This design comes from an exercise in tuning for small area on the open sky130 flow, not from production work.
The RTL was checked by simulation tests, not by an equivalence proof against the original design.

==> stc_cos.hex <==
7f
7f
7f
7f
7f
7f
7f
7f
7f
7f
7f
7f
7f
7f
7f
7e
7e
7e
7e
7e
7e
7e
7e
7e
7e
7e
7d
7d
7d
7d
7d
7d
7d
7c
7c
7c
7c
7c
7c
7b
7b
7b
7b
7b
7a
7a
7a
7a
7a
79
79
79
79
78
78
78
78
77
77
77
76
76
76
76
75
75
75
74
74
74
73
73
73
72
72
72
71
71
71
70
70
70
6f
6f
6f
6e
6e
6d
6d
6d
6c
6c
6b
6b
6a
6a
6a
69
69
68
68
67
67
66
66
66
65
65
64
64
63
63
62
62
61
61
60
60
5f
5f
5e
5e
5d
5d
5c
5b
5b
5a
5a
59
59
58
58
57
56
56
55
55
54
54
53
52
52
51
51
50
4f
4f
4e
4e
4d
4c
4c
4b
4a
4a
49
48
48
47
47
46
45
45
44
43
43
42
41
41
40
3f
3f
3e
3d
3d
3c
3b
3a
3a
39
38
38
37
36
36
35
34
33
33
32
31
31
30
2f
2e
2e
2d
2c
2c
2b
2a
29
29
28
27
26
26
25
24
23
23
22
21
20
20
1f
1e
1d
1d
1c
1b
1a
1a
19
18
17
16
16
15
14
13
13
12
11
10
10
0f
0e
0d
0c
0c
0b
0a
09
09
08
07
06
05
05
04
03
02
02
01
00
ff
fe
fe
fd
fc
fb
fb
fa
f9
f8
f7
f7
f6
f5
f4
f4
f3
f2
f1
f0
f0
ef
ee
ed
ed
ec
eb
ea
ea
e9
e8
e7
e6
e6
e5
e4
e3
e3
e2
e1
e0
e0
df
de
dd
dd
dc
db
da
da
d9
d8
d7
d7
d6
d5
d4
d4
d3
d2
d2
d1
d0
cf
cf
ce
cd
cd
cc
cb
ca
ca
c9
c8
c8
c7
c6
c6
c5
c4
c3
c3
c2
c1
c1
c0
bf
bf
be
bd
bd
bc
bb
bb
ba
b9
b9
b8
b8
b7
b6
b6
b5
b4
b4
b3
b2
b2
b1
b1
b0
af
af
ae
ae
ad
ac
ac
ab
ab
aa
aa
a9
a8
a8
a7
a7
a6
a6
a5
a5
a4
a3
a3
a2
a2
a1
a1
a0
a0
9f
9f
9e
9e
9d
9d
9c
9c
9b
9b
9a
9a
9a
99
99
98
98
97
97
96
96
96
95
95
94
94
93
93
93
92
92
91
91
91
90
90
90
8f
8f
8f
8e
8e
8e
8d
8d
8d
8c
8c
8c
8b
8b
8b
8a
8a
8a
8a
89
89
89
88
88
88
88
87
87
87
87
86
86
86
86
86
85
85
85
85
85
84
84
84
84
84
84
83
83
83
83
83
83
83
82
82
82
82
82
82
82
82
82
82
82
81
81
81
81
81
81
81
81
81
81
81
81
81
81
81
81
81
81
81
81
81
81
81
81
81
81
81
81
81
82
82
82
82
82
82
82
82
82
82
82
83
83
83
83
83
83
83
84
84
84
84
84
84
85
85
85
85
85
86
86
86
86
86
87
87
87
87
88
88
88
88
89
89
89
8a
8a
8a
8a
8b
8b
8b
8c
8c
8c
8d
8d
8d
8e
8e
8e
8f
8f
8f
90
90
90
91
91
91
92
92
93
93
93
94
94
95
95
96
96
96
97
97
98
98
99
99
9a
9a
9a
9b
9b
9c
9c
9d
9d
9e
9e
9f
9f
a0
a0
a1
a1
a2
a2
a3
a3
a4
a5
a5
a6
a6
a7
a7
a8
a8
a9
aa
aa
ab
ab
ac
ac
ad
ae
ae
af
af
b0
b1
b1
b2
b2
b3
b4
b4
b5
b6
b6
b7
b8
b8
b9
b9
ba
bb
bb
bc
bd
bd
be
bf
bf
c0
c1
c1
c2
c3
c3
c4
c5
c6
c6
c7
c8
c8
c9
ca
ca
cb
cc
cd
cd
ce
cf
cf
d0
d1
d2
d2
d3
d4
d4
d5
d6
d7
d7
d8
d9
da
da
db
dc
dd
dd
de
df
e0
e0
e1
e2
e3
e3
e4
e5
e6
e6
e7
e8
e9
ea
ea
eb
ec
ed
ed
ee
ef
f0
f0
f1
f2
f3
f4
f4
f5
f6
f7
f7
f8
f9
fa
fb
fb
fc
fd
fe
fe
ff
00
01
02
02
03
04
05
05
06
07
08
09
09
0a
0b
0c
0c
0d
0e
0f
10
10
11
12
13
13
14
15
16
16
17
18
19
1a
1a
1b
1c
1d
1d
1e
1f
20
20
21
22
23
23
24
25
26
26
27
28
29
29
2a
2b
2c
2c
2d
2e
2e
2f
30
31
31
32
33
33
34
35
36
36
37
38
38
39
3a
3a
3b
3c
3d
3d
3e
3f
3f
40
41
41
42
43
43
44
45
45
46
47
47
48
48
49
4a
4a
4b
4c
4c
4d
4e
4e
4f
4f
50
51
51
52
52
53
54
54
55
55
56
56
57
58
58
59
59
5a
5a
5b
5b
5c
5d
5d
5e
5e
5f
5f
60
60
61
61
62
62
63
63
64
64
65
65
66
66
66
67
67
68
68
69
69
6a
6a
6a
6b
6b
6c
6c
6d
6d
6d
6e
6e
6f
6f
6f
70
70
70
71
71
71
72
72
72
73
73
73
74
74
74
75
75
75
76
76
76
76
77
77
77
78
78
78
78
79
79
79
79
7a
7a
7a
7a
7a
7b
7b
7b
7b
7b
7c
7c
7c
7c
7c
7c
7d
7d
7d
7d
7d
7d
7d
7e
7e
7e
7e
7e
7e
7e
7e
7e
7e
7e
7f
7f
7f
7f
7f
7f
7f
7f
7f
7f
7f
7f
7f
7f
==> stc_ratio.hex <==
0000
0000
0000
0000
0000
0000
0000
0000
0000
0000
0000
0000
0000
0000
0000
0000
0000
0000
0000
0000
0000
0000
0000
0000
0000
0000
0000
0000
0000
0000
0000
0000
0000
0000
0000
0000
0000
0000
0000
0000
0000
0000
0000
0000
0000
0000
0000
0000
0000
0000
0000
0000
0000
0000
0000
0000
0000
0000
0000
0000
0000
0000
0000
0000
0400
0400
0400
0400
0400
0400
0400
0400
0400
0400
0400
0400
0400
0400
0400
0400
0400
0400
0400
0400
0400
0400
0400
0400
0400
0400
0400
0400
0400
0400
0400
0400
0400
0400
0400
0400
0400
0400
0400
0400
0400
0400
0400
0400
0400
0400
0400
0400
0400
0400
0400
0400
0400
0400
0400
0400
0400
0400
0400
0400
0400
0400
0400
0400
0800
0800
0800
0800
0800
0800
0800
0800
0800
0800
0800
0800
0800
0800
0800
0800
0800
0800
0800
0800
0800
0800
0800
0800
0800
0800
0800
0800
0800
0800
0800
0800
0800
0800
0800
0800
0800
0800
0800
0800
0800
0800
0800
0800
0800
0800
0800
0800
0800
0800
0800
0800
0800
0800
0800
0800
0800
0800
0800
0800
0800
0800
0800
0800
0c00
0c00
0c00
0c00
0c00
0c00
0c00
0c00
0c00
0c00
0c00
0c00
0c00
0c00
0c00
0c00
0c00
0c00
0c00
0c00
0c00
0c00
0c00
0c00
0c00
0c00
0c00
0c00
0c00
0c00
0c00
0c00
0c00
0c00
0c00
0c00
0c00
0c00
0c00
0c00
0c00
0c00
0c00
0c00
0c00
0c00
0c00
0c00
0c00
0c00
0c00
0c00
0c00
0c00
0c00
0c00
0c00
0c00
0c00
0c00
0c00
0c00
0c00
0c00
1000
1000
1000
1000
1000
1000
1000
1000
1000
1000
1000
1000
1000
1000
1000
1000
1000
1000
1000
1000
1000
1000
1000
1000
1000
1000
1000
1000
1000
1000
1000
1000
1000
1000
1000
1000
1000
1000
1000
1000
1000
1000
1000
1000
1000
1000
1000
1000
1000
1000
1000
1000
1000
1000
1000
1000
1000
1000
1000
1000
1000
1000
1000
1000
1400
1400
1400
1400
1400
1400
1400
1400
1400
1400
1400
1400
1400
1400
1400
1400
1400
1400
1400
1400
1400
1400
1400
1400
1400
1400
1400
1400
1400
1400
1400
1400
1400
1400
1400
1400
1400
1400
1400
1400
1400
1400
1400
1400
1400
1400
1400
1400
1400
1400
1400
1400
1400
1400
1400
1400
1400
1400
1400
1400
1400
1400
1400
1400
1800
1800
1800
1800
1800
1800
1800
1800
1800
1800
1800
1800
1800
1800
1800
1800
1800
1800
1800
1800
1800
1800
1800
1800
1800
1800
1800
1800
1800
1800
1800
1800
1800
1800
1800
1800
1800
1800
1800
1800
1800
1800
1800
1800
1800
1800
1800
1800
1800
1800
1800
1800
1800
1800
1800
1800
1800
1800
1800
1800
1800
1800
1800
1800
1c00
1c00
1c00
1c00
1c00
1c00
1c00
1c00
1c00
1c00
1c00
1c00
1c00
1c00
1c00
1c00
1c00
1c00
1c00
1c00
1c00
1c00
1c00
1c00
1c00
1c00
1c00
1c00
1c00
1c00
1c00
1c00
1c00
1c00
1c00
1c00
1c00
1c00
1c00
1c00
1c00
1c00
1c00
1c00
1c00
1c00
1c00
1c00
1c00
1c00
1c00
1c00
1c00
1c00
1c00
1c00
1c00
1c00
1c00
1c00
1c00
1c00
1c00
1c00
2000
2000
2000
2000
2000
2000
2000
2000
2000
2000
2000
2000
2000
2000
2000
2000
2000
2000
2000
2000
2000
2000
2000
2000
2000
2000
2000
2000
2000
2000
2000
2000
2000
2000
2000
2000
2000
2000
2000
2000
2000
2000
2000
2000
2000
2000
2000
2000
2000
2000
2000
2000
2000
2000
2000
2000
2000
2000
2000
2000
2000
2000
2000
2000
2400
2400
2400
2400
2400
2400
2400
2400
2400
2400
2400
2400
2400
2400
2400
2400
2400
2400
2400
2400
2400
2400
2400
2400
2400
2400
2400
2400
2400
2400
2400
2400
2400
2400
2400
2400
2400
2400
2400
2400
2400
2400
2400
2400
2400
2400
2400
2400
2400
2400
2400
2400
2400
2400
2400
2400
2400
2400
2400
2400
2400
2400
2400
2400
2800
2800
2800
2800
2800
2800
2800
2800
2800
2800
2800
2800
2800
2800
2800
2800
2800
2800
2800
2800
2800
2800
2800
2800
2800
2800
2800
2800
2800
2800
2800
2800
2800
2800
2800
2800
2800
2800
2800
2800
2800
2800
2800
2800
2800
2800
2800
2800
2800
2800
2800
2800
2800
2800
2800
2800
2800
2800
2800
2800
2800
2800
2800
2800
2c00
2c00
2c00
2c00
2c00
2c00
2c00
2c00
2c00
2c00
2c00
2c00
2c00
2c00
2c00
2c00
2c00
2c00
2c00
2c00
2c00
2c00
2c00
2c00
2c00
2c00
2c00
2c00
2c00
2c00
2c00
2c00
2c00
2c00
2c00
2c00
2c00
2c00
2c00
2c00
2c00
2c00
2c00
2c00
2c00
2c00
2c00
2c00
2c00
2c00
2c00
2c00
2c00
2c00
2c00
2c00
2c00
2c00
2c00
2c00
2c00
2c00
2c00
2c00
3000
3000
3000
3000
3000
3000
3000
3000
3000
3000
3000
3000
3000
3000
3000
3000
3000
3000
3000
3000
3000
3000
3000
3000
3000
3000
3000
3000
3000
3000
3000
3000
3000
3000
3000
3000
3000
3000
3000
3000
3000
3000
3000
3000
3000
3000
3000
3000
3000
3000
3000
3000
3000
3000
3000
3000
3000
3000
3000
3000
3000
3000
3000
3000
3400
3400
3400
3400
3400
3400
3400
3400
3400
3400
3400
3400
3400
3400
3400
3400
3400
3400
3400
3400
3400
3400
3400
3400
3400
3400
3400
3400
3400
3400
3400
3400
3400
3400
3400
3400
3400
3400
3400
3400
3400
3400
3400
3400
3400
3400
3400
3400
3400
3400
3400
3400
3400
3400
3400
3400
3400
3400
3400
3400
3400
3400
3400
3400
3800
3800
3800
3800
3800
3800
3800
3800
3800
3800
3800
3800
3800
3800
3800
3800
3800
3800
3800
3800
3800
3800
3800
3800
3800
3800
3800
3800
3800
3800
3800
3800
3800
3800
3800
3800
3800
3800
3800
3800
3800
3800
3800
3800
3800
3800
3800
3800
3800
3800
3800
3800
3800
3800
3800
3800
3800
3800
3800
3800
3800
3800
3800
3800
3800
3800
3800
3800
3800
3800
3800
3800
3800
3800
3800
3800
3800
3800
3800
3800
3800
3800
3800
3800
3800
3800
3800
3800
3800
3800
3800
3800
3800
3800
3800
3800
3800
3800
3800
3800
3800
3800
3800
3800
3800
3800
3800
3800
3800
3800
3800
3800
3800
3800
3800
3800
3800
3800
3800
3800
3800
3800
3800
3800
3800
3800
3800
3800
==> stc_voct.hex <==
0400
0403
0407
040a
040e
0411
0415
0419
041c
0420
0423
0427
042a
042e
0432
0435
0439
043d
0440
0444
0448
044c
044f
0453
0457
045b
045e
0462
0466
046a
046e
0471
0475
0479
047d
0481
0485
0489
048d
0491
0495
0499
049d
04a1
04a5
04a9
04ad
04b1
04b5
04b9
04bd
04c1
04c5
04c9
04ce
04d2
04d6
04da
04de
04e3
04e7
04eb
04ef
04f4
04f8
04fc
0501
0505
0509
050e
0512
0516
051b
051f
0524
0528
052d
0531
0536
053a
053f
0543
0548
054c
0551
0556
055a
055f
0564
0568
056d
0572
0576
057b
0580
0585
058a
058e
0593
0598
059d
05a2
05a7
05ac
05b1
05b5
05ba
05bf
05c4
05c9
05ce
05d3
05d9
05de
05e3
05e8
05ed
05f2
05f7
05fc
0602
0607
060c
0611
0617
061c
0621
0627
062c
0631
0637
063c
0641
0647
064c
0652
0657
065d
0662
0668
066d
0673
0679
067e
0684
068a
068f
0695
069b
06a0
06a6
06ac
06b2
06b8
06bd
06c3
06c9
06cf
06d5
06db
06e1
06e7
06ed
06f3
06f9
06ff
0705
070b
0711
0717
071d
0724
072a
0730
0736
073d
0743
0749
0750
0756
075c
0763
0769
076f
0776
077c
0783
0789
0790
0797
079d
07a4
07aa
07b1
07b8
07be
07c5
07cc
07d3
07da
07e0
07e7
07ee
07f5
07fc
0803
080a
0811
0818
081f
0826
082d
0834
083b
0842
0849
0851
0858
085f
0866
086e
0875
087c
0884
088b
0893
089a
08a1
08a9
08b0
08b8
08c0
08c7
08cf
08d6
08de
08e6
08ee
08f5
08fd
0905
090d
0915
091d
0924
092c
0934
093c
0944
094c
0955
095d
0965
096d
0975
097d
0986
098e
0996
099e
09a7
09af
09b8
09c0
09c9
09d1
09da
09e2
09eb
09f3
09fc
0a05
0a0d
0a16
0a1f
0a28
0a30
0a39
0a42
0a4b
0a54
0a5d
0a66
0a6f
0a78
0a81
0a8a
0a93
0a9d
0aa6
0aaf
0ab8
0ac2
0acb
0ad4
0ade
0ae7
0af1
0afa
0b04
0b0d
0b17
0b21
0b2a
0b34
0b3e
0b47
0b51
0b5b
0b65
0b6f
0b79
0b83
0b8d
0b97
0ba1
0bab
0bb5
0bbf
0bca
0bd4
0bde
0be8
0bf3
0bfd
0c07
0c12
0c1c
0c27
0c31
0c3c
0c47
0c51
0c5c
0c67
0c72
0c7c
0c87
0c92
0c9d
0ca8
0cb3
0cbe
0cc9
0cd4
0cdf
0ceb
0cf6
0d01
0d0c
0d18
0d23
0d2e
0d3a
0d45
0d51
0d5c
0d68
0d74
0d7f
0d8b
0d97
0da3
0daf
0dba
0dc6
0dd2
0dde
0dea
0df6
0e03
0e0f
0e1b
0e27
0e34
0e40
0e4c
0e59
0e65
0e72
0e7e
0e8b
0e97
0ea4
0eb1
0ebe
0eca
0ed7
0ee4
0ef1
0efe
0f0b
0f18
0f25
0f32
0f40
0f4d
0f5a
0f67
0f75
0f82
0f90
0f9d
0fab
0fb8
0fc6
0fd4
0fe2
0fef
0ffd
100b
1019
1027
1035
1043
1051
105f
106e
107c
108a
1099
10a7
10b6
10c4
10d3
10e1
10f0
10ff
110d
111c
112b
113a
1149
1158
1167
1176
1185
1195
11a4
11b3
11c2
11d2
11e1
11f1
1201
1210
1220
1230
123f
124f
125f
126f
127f
128f
129f
12b0
12c0
12d0
12e0
12f1
1301
1312
1322
1333
1344
1354
1365
1376
1387
1398
13a9
13ba
13cb
13dc
13ee
13ff
1410
1422
1433
1445
1456
1468
147a
148b
149d
14af
14c1
14d3
14e5
14f7
150a
151c
152e
1541
1553
1566
1578
158b
159e
15b0
15c3
15d6
15e9
15fc
160f
1622
1636
1649
165c
1670
1683
1697
16aa
16be
16d2
16e6
16fa
170e
1722
1736
174a
175e
1772
1787
179b
17b0
17c4
17d9
17ee
1802
1817
182c
1841
1856
186b
1881
1896
18ab
18c1
18d6
18ec
1901
1917
192d
1943
1959
196f
1985
199b
19b1
19c8
19de
19f5
1a0b
1a22
1a38
1a4f
1a66
1a7d
1a94
1aab
1ac2
1ad9
1af1
1b08
1b20
1b37
1b4f
1b67
1b7e
1b96
1bae
1bc6
1bde
1bf7
1c0f
1c27
1c40
1c58
1c71
1c8a
1ca2
1cbb
1cd4
1ced
1d06
1d20
1d39
1d52
1d6c
1d85
1d9f
1db9
1dd3
1ded
1e07
1e21
1e3b
1e55
1e6f
1e8a
1ea4
1ebf
1eda
1ef4
1f0f
1f2a
1f45
1f61
1f7c
1f97
1fb3
1fce
1fea
2006
2021
203d
2059
2075
2092
20ae
20ca
20e7
2103
2120
213d
215a
2177
2194
21b1
21ce
21ec
2209
2227
2244
2262
2280
229e
22bc
22da
22f8
2317
2335
2354
2373
2391
23b0
23cf
23ee
240e
242d
244c
246c
248b
24ab
24cb
24eb
250b
252b
254c
256c
258c
25ad
25ce
25ef
2610
2631
2652
2673
2695
26b6
26d8
26f9
271b
273d
275f
2782
27a4
27c6
27e9
280c
282e
2851
2874
2897
28bb
28de
2902
2925
2949
296d
2991
29b5
29d9
29fe
2a22
2a47
2a6b
2a90
2ab5
2ada
2aff
2b25
2b4a
2b70
2b96
2bbc
2be2
2c08
2c2e
2c54
2c7b
2ca1
2cc8
2cef
2d16
2d3d
2d65
2d8c
2db4
2ddb
2e03
2e2b
2e53
2e7b
2ea4
2ecc
2ef5
2f1e
2f47
2f70
2f99
2fc2
2fec
3016
303f
3069
3093
30bd
30e8
3112
313d
3168
3193
31be
31e9
3214
3240
326b
3297
32c3
32ef
331c
3348
3374
33a1
33ce
33fb
3428
3456
3483
34b1
34de
350c
353a
3569
3597
35c6
35f4
3623
3652
3681
36b1
36e0
3710
3740
3770
37a0
37d0
3801
3831
3862
3893
38c4
38f6
3927
3959
398b
39bd
39ef
3a21
3a54
3a86
3ab9
3aec
3b1f
3b53
3b86
3bba
3bee
3c22
3c56
3c8b
3cbf
3cf4
3d29
3d5e
3d93
3dc9
3dfe
3e34
3e6a
3ea1
3ed7
3f0e
3f44
3f7b
3fb2
3fea
4021
4059
4091
40c9
4101
413a
4172
41ab
41e4
421e
4257
4291
42cb
4305
433f
4379
43b4
43ef
442a
4465
44a0
44dc
4518
4554
4590
45cc
4609
4646
4683
46c0
46fe
473b
4779
47b7
47f6
4834
4873
48b2
48f1
4930
4970
49b0
49f0
4a30
4a70
4ab1
4af2
4b33
4b74
4bb6
4bf8
4c3a
4c7c
4cbe
4d01
4d44
4d87
4dca
4e0e
4e52
4e96
4eda
4f1f
4f63
4fa8
4fee
5033
5079
50bf
5105
514b
5192
51d9
5220
5267
52af
52f6
533e
5387
53cf
5418
5461
54ab
54f4
553e
5588
55d2
561d
5668
56b3
56fe
574a
5795
57e2
582e
587a
58c7
5914
5962
59af
59fd
5a4c
5a9a
5ae9
5b38
5b87
5bd6
5c26
5c76
5cc7
5d17
5d68
5db9
5e0b
5e5c
5eae
5f01
5f53
5fa6
5ff9
604c
60a0
60f4
6148
619d
61f2
6247
629c
62f2
6348
639e
63f4
644b
64a2
64fa
6552
65aa
6602
665b
66b3
670d
6766
67c0
681a
6875
68cf
692a
6986
69e1
6a3d
6a9a
6af6
6b53
6bb0
6c0e
6c6c
6cca
6d29
6d87
6de7
6e46
6ea6
6f06
6f66
6fc7
7028
708a
70ec
714e
71b0
7213
7276
72d9
733d
73a1
7406
746b
74d0
7535
759b
7601
7668
76cf
7736
779d
7805
786d
78d6
793f
79a8
7a12
7a7c
7ae7
7b51
7bbc
7c28
7c94
7d00
7d6d
7dda
7e47
7eb5
7f23
7f91
8000
==> run.sh <==
#!/bin/bash
# synth_recipe.tcl (not shown) runs the flow's synth.tcl, then flattens the netlist and writes it again
# the make line also repeats each setting of config.mk as NAME=value (left out here)
make -C /OpenROAD-flow-scripts/flow DESIGN_CONFIG=/design/flow/config.mk WORK_HOME=/design/flow/orfs CLKGATE_MAP_FILE= SYNTH_SCRIPT=/design/flow/synth_recipe.tcl finish
==> config.mk <==
export PLATFORM = sky130hd
export DESIGN_NAME = stc_osc_core
export DESIGN_NICKNAME = stc_osc_core
export VERILOG_FILES = /design/flow/design.v
export SDC_FILE = /design/flow/constraint.sdc
export NUM_CORES = 4
export LEC_CHECK = 0
export CAP_MARGIN = 20
export CORE_MARGIN = 2
export CORE_UTILIZATION = 40
export SLEW_MARGIN = 20
export SYNTH_MEMORY_MAX_BITS = 65536
==> constraint.sdc <==
create_clock -name core_clock -period 26.0 [get_ports {clk}]
set_input_delay 5.2000 -clock core_clock [delete_from_list [all_inputs] [get_ports {clk}]]
set_output_delay 5.2000 -clock core_clock [all_outputs]
set_load 0.01 [all_outputs]
==> design.v <==
module stc_cos_rom (
    input  wire [9:0] idx,
    output wire [7:0] data
);
    reg [7:0] rom [0:1023];
    initial $readmemh("stc_cos.hex", rom);
    assign data = rom[idx];
endmodule
module stc_voct_rom (
    input  wire [9:0]  idx,
    output wire [15:0] data
);
    reg [15:0] rom [0:1023];
    initial $readmemh("stc_voct.hex", rom);
    assign data = rom[idx];
endmodule
module stc_ratio_rom (
    input  wire [9:0]  idx,
    output wire [13:0] data
);
    reg [15:0] rom [0:1023];
    initial $readmemh("stc_ratio.hex", rom);
    wire [15:0] word = rom[idx];
    assign data = word[13:0];
endmodule
module stc_wave_rom (
    input  wire [3:0] tsel,
    input  wire [9:0] idx,
    output wire [7:0] data
);
    wire [7:0] pos = idx[7:0] + {1'b0, tsel, 3'b000};
    assign data = pos - 8'd128;
endmodule
module stc_osc_core (
    input  wire        clk,
    input  wire        rst,
    input  wire [1:0]  cmd,
    input  wire [63:0] ciw,
    output wire [15:0] sample_out,
    output wire        status
);
    localparam [1:0] CMD_NOP   = 2'b00;
    localparam [1:0] CMD_CTRL  = 2'b01;
    localparam [1:0] CMD_AUDIO = 2'b10;
    localparam [1:0] CMD_RESET = 2'b11;
    localparam [1:0] MODE_WT = 2'b00;
    localparam [1:0] MODE_FM = 2'b01;
    localparam [9:0]  DEPTH_MAX_RAW    = 10'd1013;
    localparam [13:0] RATIO_OFFSET_RAW = 14'd256;
    reg [1:0]  mode_q;
    reg        status_q;
    reg [9:0]  depth_q;       
    reg [6:0]  gain_a_q;      
    reg [6:0]  gain_b_q;      
    reg [31:0] dev_q;         
    reg [31:0] wa_phase_q, wa_inc_q;
    reg [31:0] wb_phase_q, wb_inc_q;
    reg [3:0]  wa_tsel_q, wb_tsel_q;
    reg [31:0] car_phase_q, car_inc_q;
    reg [31:0] mod_phase_q, mod_inc_q;
    reg [15:0] sample_q;
    assign sample_out = sample_q;
    assign status     = status_q;
    wire [9:0] pitch = ciw[9:0];
    wire [9:0] voct  = ciw[19:10];
    wire [9:0] k2    = ciw[29:20];
    wire [9:0] cv1   = ciw[39:30];
    wire [9:0] k3    = ciw[49:40];
    wire [9:0] cv2   = ciw[59:50];
    wire       sw    = ciw[60];
    wire [1:0] new_mode = sw ? MODE_FM : MODE_WT;
    wire [9:0]  base_freq = 10'd32 + {1'b0, pitch[9:1]};
    wire [15:0] voct_factor;
    stc_voct_rom u_voct (.idx(voct), .data(voct_factor));
    wire [25:0] freq_p    = base_freq * voct_factor;    
    wire [31:0] frequency = {freq_p, 6'b0};             
    wire [10:0] depth_sum = k3 + cv2;
    wire [9:0]  depth_new = (depth_sum > {1'b0, DEPTH_MAX_RAW}) ? DEPTH_MAX_RAW
                                                                : depth_sum[9:0];
    wire [10:0] wave_sum_raw = k2 + cv1;
    wire [9:0]  wave_sum     = wave_sum_raw[10] ? 10'd1023 : wave_sum_raw[9:0];
    wire [3:0]  tsel_upper   = wave_sum[9:6];
    wire [3:0]  tsel_lower   = (tsel_upper == 4'd0) ? 4'd0 : tsel_upper - 4'd1;
    wire [6:0]  gain_b_new   = {1'b0, wave_sum[5:0]};
    wire [6:0]  gain_a_new   = 7'd64 - gain_b_new;
    wire [13:0] ratio_rk;
    stc_ratio_rom u_ratio (.idx(k2), .data(ratio_rk));
    wire [13:0] ratio_new   = ratio_rk + {4'b0, cv1} + RATIO_OFFSET_RAW;
    wire [45:0] f_times_r   = frequency * ratio_new;
    wire [35:0] modfreq_new = f_times_r[45:10];
    wire [45:0] mv_times_d  = modfreq_new * depth_new;
    wire [31:0] dev_new     = {4'b0, mv_times_d[45:18]};
    wire [31:0] inc_freq    = {frequency[29:0], 2'b00};
    wire [31:0] inc_modfreq = {modfreq_new[29:0], 2'b00};
    wire [31:0] wa_phase_next = wa_phase_q + wa_inc_q;
    wire [31:0] wb_phase_next = wb_phase_q + wb_inc_q;
    wire [7:0]  wave_a, wave_b;
    stc_wave_rom u_wave_a (.tsel(wa_tsel_q), .idx(wa_phase_next[31:22]), .data(wave_a));
    stc_wave_rom u_wave_b (.tsel(wb_tsel_q), .idx(wb_phase_next[31:22]), .data(wave_b));
    wire signed [14:0] mix = $signed({1'b0, gain_a_q}) * $signed(wave_a)
                           + $signed({1'b0, gain_b_q}) * $signed(wave_b);
    wire signed [25:0] depth_mix = $signed({1'b0, depth_q}) * mix;
    wire signed [25:0] wt_y      = depth_mix >>> 8;
    wire [15:0]        wt_sample = wt_y[15:0];
    wire [31:0] mod_phase_next = mod_phase_q + mod_inc_q;
    wire [7:0]  mod_sample;
    stc_cos_rom u_cos_mod (.idx(mod_phase_next[31:22]), .data(mod_sample));
    wire signed [40:0] dev_times_m = $signed({1'b0, dev_q}) * $signed(mod_sample);
    wire [31:0]        pm_offset   = {dev_times_m[22:0], 9'b0};
    wire [31:0] car_phase_next = car_phase_q + car_inc_q;
    wire [31:0] car_read_phase = car_phase_next + pm_offset;
    wire [7:0]  car_sample;
    stc_cos_rom u_cos_car (.idx(car_read_phase[31:22]), .data(car_sample));
    wire [15:0] fm_sample = {car_sample, 8'b0};
    always @(posedge clk) begin
        if (rst || cmd == CMD_RESET) begin
            mode_q      <= MODE_WT;
            status_q    <= 1'b0;
            depth_q     <= 10'd0;
            gain_a_q    <= 7'd64;
            gain_b_q    <= 7'd0;
            dev_q       <= 32'd0;
            wa_phase_q  <= 32'd0;
            wa_inc_q    <= 32'd0;
            wa_tsel_q   <= 4'd0;
            wb_phase_q  <= 32'd0;
            wb_inc_q    <= 32'd0;
            wb_tsel_q   <= 4'd0;
            car_phase_q <= 32'd0;
            car_inc_q   <= 32'd0;
            mod_phase_q <= 32'd0;
            mod_inc_q   <= 32'd0;
            sample_q    <= 16'd0;
        end else begin
            case (cmd)
                CMD_CTRL: begin
                    mode_q   <= new_mode;
                    status_q <= (new_mode == MODE_FM);
                    depth_q  <= depth_new;
                    if (new_mode == MODE_WT) begin
                        gain_a_q  <= gain_a_new;
                        gain_b_q  <= gain_b_new;
                        wa_inc_q  <= inc_freq;
                        wa_tsel_q <= tsel_lower;
                        wb_inc_q  <= inc_freq;
                        wb_tsel_q <= tsel_upper;
                    end else begin
                        dev_q     <= dev_new;
                        car_inc_q <= inc_freq;
                        mod_inc_q <= inc_modfreq;
                    end
                end
                CMD_AUDIO: begin
                    case (mode_q)
                        MODE_WT: begin
                            wa_phase_q <= wa_phase_next;
                            wb_phase_q <= wb_phase_next;
                            sample_q   <= wt_sample;
                        end
                        MODE_FM: begin
                            mod_phase_q <= mod_phase_next;
                            car_phase_q <= car_phase_next;
                            sample_q    <= fm_sample;
                        end
                        default: sample_q <= 16'd0;
                    endcase
                end
                default: ;  
            endcase
        end
    end
endmodule
==> results.ini <==
[routing]
ant_nets = 0
first_pass_iters = 6
drtIter0Drc = 7753
drt_wl_total_um = 288000
via_per_inst = 5.98
vias = 70800
drc = 0
wl_per_cell_um = 24.4

[worst_setup_path]
cp-start-kind = input port
rr_startpoint = wa_inc_q[8]$_SDFFE_PP0P_
crit_start = ciw[10]
cp_slowest_cell = fa_1
cp_num_buf_inv = 23
worstPathMaxFanout = 14
crit_end = dev_q[22]$_SDFFE_PP0P_
cp_top_family = adder cells
critical-path-max-stage-delay_ns = 0.58
r2r_cells = 67
cp-end-kind = flip-flop
cp.required_ns = 26.52
crit_arrival_ns = 25.47
cp_num_cells = 93
critPathKind = in2reg
reg2reg_to = sample_q[15]$_SDFFE_PP0N_
r2r_slack_ns = 9.44

[placed_design]
gp_congestion = 1.06
io_buffers = 80
dp_hpwl_um = 220000
detailed_place.area_mm2 = 0.0776

[sta]
setup_viol = 0
fin_setup_tns_ns = 0
max_freq_ghz = 0.0401
maxSlewHeadroom_pct = 23.0
hold_viol = 0
fin_crit_ns = 24.95
fin_skew_ns = 0.0224
slew_violations = 0
tightestPinTransition_ns = 1.15
post-route-period-util_pct = 96.0

[global_routing]
grt_max_degree = 131
grt_first_pass_wirelength_um = 439000
antenna_found_initial = 25
gr-total-overflow = 0
grt_usage_pct = 31.2
grt_pass1_vias = 70800

[clock_network]
cts_tree = built
path_clk_slew_ns = 0.06
h-tree-depth = 1
cts_sinks = 244
clk_latency_ns = 0.64
numCtsBuffers = 31
cts-root-buf = clkbuf_16
ctsHoldBuffers = 0
cts_max_path_buffers = 3

[run_status]
status = timing/DRC/antenna clean

[finish]
fillerInstances = 18100
regArea_mm2 = 0.00488
multiInputGateArea_mm2 = 0.0601
areaGrowthSynthToFinish_pct = 10.2
final_common_cell = nand2_1
final_cell_mix = nand2_1 (1,251), inv_1 (1,144), fa_1 (982)
nNetsFinal = 11100
final_core_util_pct = 44.3
drive_above_1_share_pct = 8.77
final_area_mm2 = 0.0789

[synth]
yosys_warnings = 4
synth_top_flop_cell = dfxtp_1
ys_seq_area_share_pct = 6.83
syn_area_mm2 = 0.0716
synth_edf_count = 0
ys_ff_latch = 244
synth.avg_cell_area_um2 = 7.65
netlist_instances = 9356
async_reset_ff_share_pct = 0
synth_cell_type_count = 124
synth_fp_nets = 11000

[floorplanning]
pin_count = 85
die_y_um = 427
row_count = 155
core-area_mm2 = 0.178
dieWidth_um = 427
die_area_mm2 = 0.182
start_util_pct = 40.2

[worst_hold_path]
hold_path.class = reg2reg

[run]
drv_cap = 0

==> cell type report <==
| class | count | share of cell area (%) |
|---|---|---|
| multi-input combinational | 7351 | 76.2 |
| antenna | 8 | 0.0254 |
| timing repair buffer | 659 | 6.85 |
| sequential | 244 | 6.19 |
| tap | 2355 | 3.74 |
| clock inverter | 20 | 0.409 |
| inverter | 1157 | 5.51 |
| clock buffer | 37 | 1.09 |
==> worst min path at each step <==
stage                                          from                        end  slack (ns)  cells after the start
after floorplan           wb_tsel_q[2]$_SDFFE_PP0P_  wb_tsel_q[2]$_SDFFE_PP0P_        0.42                      2
after global placement    wb_tsel_q[2]$_SDFFE_PP0P_  wb_tsel_q[2]$_SDFFE_PP0P_        0.44                      2
after detailed placement  wb_tsel_q[2]$_SDFFE_PP0P_  wb_tsel_q[2]$_SDFFE_PP0P_        0.45                      2
after CTS                 wb_tsel_q[2]$_SDFFE_PP0P_  wb_tsel_q[2]$_SDFFE_PP0P_        0.45                      2
after global routing      wb_tsel_q[2]$_SDFFE_PP0P_  wb_tsel_q[2]$_SDFFE_PP0P_        0.47                      2
final                     wb_tsel_q[2]$_SDFFE_PP0P_  wb_tsel_q[2]$_SDFFE_PP0P_        0.45                      2
==> flip-flops by register name (all words and copies together) (netlist names) <==
name and cells:
gain_b_q 5, wa_phase_q 22, wa_tsel_q 4, mod_phase_q 30
wa_inc_q 22, car_inc_q 24, sample_q 16, status_q 1
wb_phase_q 22, dev_q 23, mod_inc_q 30, depth_q 10
car_phase_q 24, gain_a_q 7, wb_tsel_q 4
==> per-stage QoR <==
| step | hold slack, ns | instances | setup WS [ns] |
|---|---|---|---|
| after CTS | 0.454 | 11800 | 0.574 |
| after global routing | 0.469 | 11800 | -0.0434 |
| final | 0.451 | 11800 | 1.05 |
| after floorplan | 0.422 | 9356 | 1.58 |
| after detailed placement | 0.447 | 11800 | -0.0594 |
| after global placement | 0.440 | 11800 | 0.0958 |
==> routing by layer <==
metal  track usage [%]  wire (µm)  vias up
met3              5.36      25900      784
met4              12.8      14200       20
met5                 0        128        -
met1              43.2     123000    34900
li1                  -          -    31500
met2              47.9     125000     3579
==> what timing repair did <==
action	4_1_cts	5_1_grt
endpoints found under the setup margin	0	8
setup buffers	0	0
resized for setup	0	16
==> tightest hold or removal path: stages, from the launching register on <==
cell	delay (ns)
dfxtp_1	0.32
nand2_1	0.05
nand2_1	0.04
==> cell usage after synthesis, types with 30 or more instances <==
cell / number / share of area (%)
nand4_1: 35 / 0.31
inv_1: 1146 / 6.0
ha_1: 588 / 10
mux2i_1: 30 / 0.42
o31ai_1: 43 / 0.45
nor2_1: 734 / 3.8
o311ai_0: 47 / 0.58
xor2_1: 78 / 0.95
a21oi_1: 723 / 5.1
a311oi_1: 39 / 0.48
nor2b_1: 153 / 1.3
o221ai_1: 43 / 0.53
o21ai_0: 474 / 3.3
o22ai_1: 45 / 0.39
fa_1: 982 / 27
buf_2: 103 / 0.72
nand2b_1: 105 / 0.92
nand2_1: 1255 / 6.6
nor3_1: 159 / 1.1
a21o_1: 71 / 0.74
a31oi_1: 88 / 0.77
clkbuf_1: 406 / 2.1
a221oi_1: 46 / 0.56
a211oi_1: 128 / 1.3
a22o_1: 36 / 0.44
and2_1: 407 / 3.6
or3_1: 32 / 0.28
o21bai_1: 54 / 0.57
nand3_1: 134 / 0.94
o211ai_1: 96 / 1.0
xnor2_1: 196 / 2.4
dfxtp_1: 244 / 6.8
and3_1: 41 / 0.36
buf_1: 63 / 0.33
==> cell families after synthesis <==
family	count (synthesis)	synth area share, %
simple gates	3168	20.5
compound gates	2271	20.5
buf+inv	1761	9.65
fa+ha+maj	1570	37.7
xor+xnor	286	3.69
flops	244	6.83
mux	56	1.16

[re-timing with driven ports]
The results above use ideal ports. As a check the final layout listed here was re-extracted and re-timed, cells and wires unchanged. Step 1 (the two cells are an assumption about what drives the block):
set clk [get_ports {clk}]
set_driving_cell -lib_cell sky130_fd_sc_hd__clkbuf_16 $clk
set_driving_cell -lib_cell sky130_fd_sc_hd__buf_2 [delete_from_list [all_inputs] $clk]
Step 2 times the ports against the registers' clock, not the clock port: input delays grow and output delays shrink by t, the midpoint of the rising clock arrivals with the driver on. Three values: no drivers, after step 1, after step 2; two values: the first two.
t, ns: 0.686
setup WS [ns]: 1.048 / 1.089 / 0.403
worst hold slack (ns): 0.451 / 0.451 / 0.451
worst slew at a driven data input, ns: 0.18
cell pins on the clock port's net: 1
After both steps this run still meets setup and hold. The setup slack of this run moves by +0.041 ns with the drivers and by -0.645 ns with both steps.
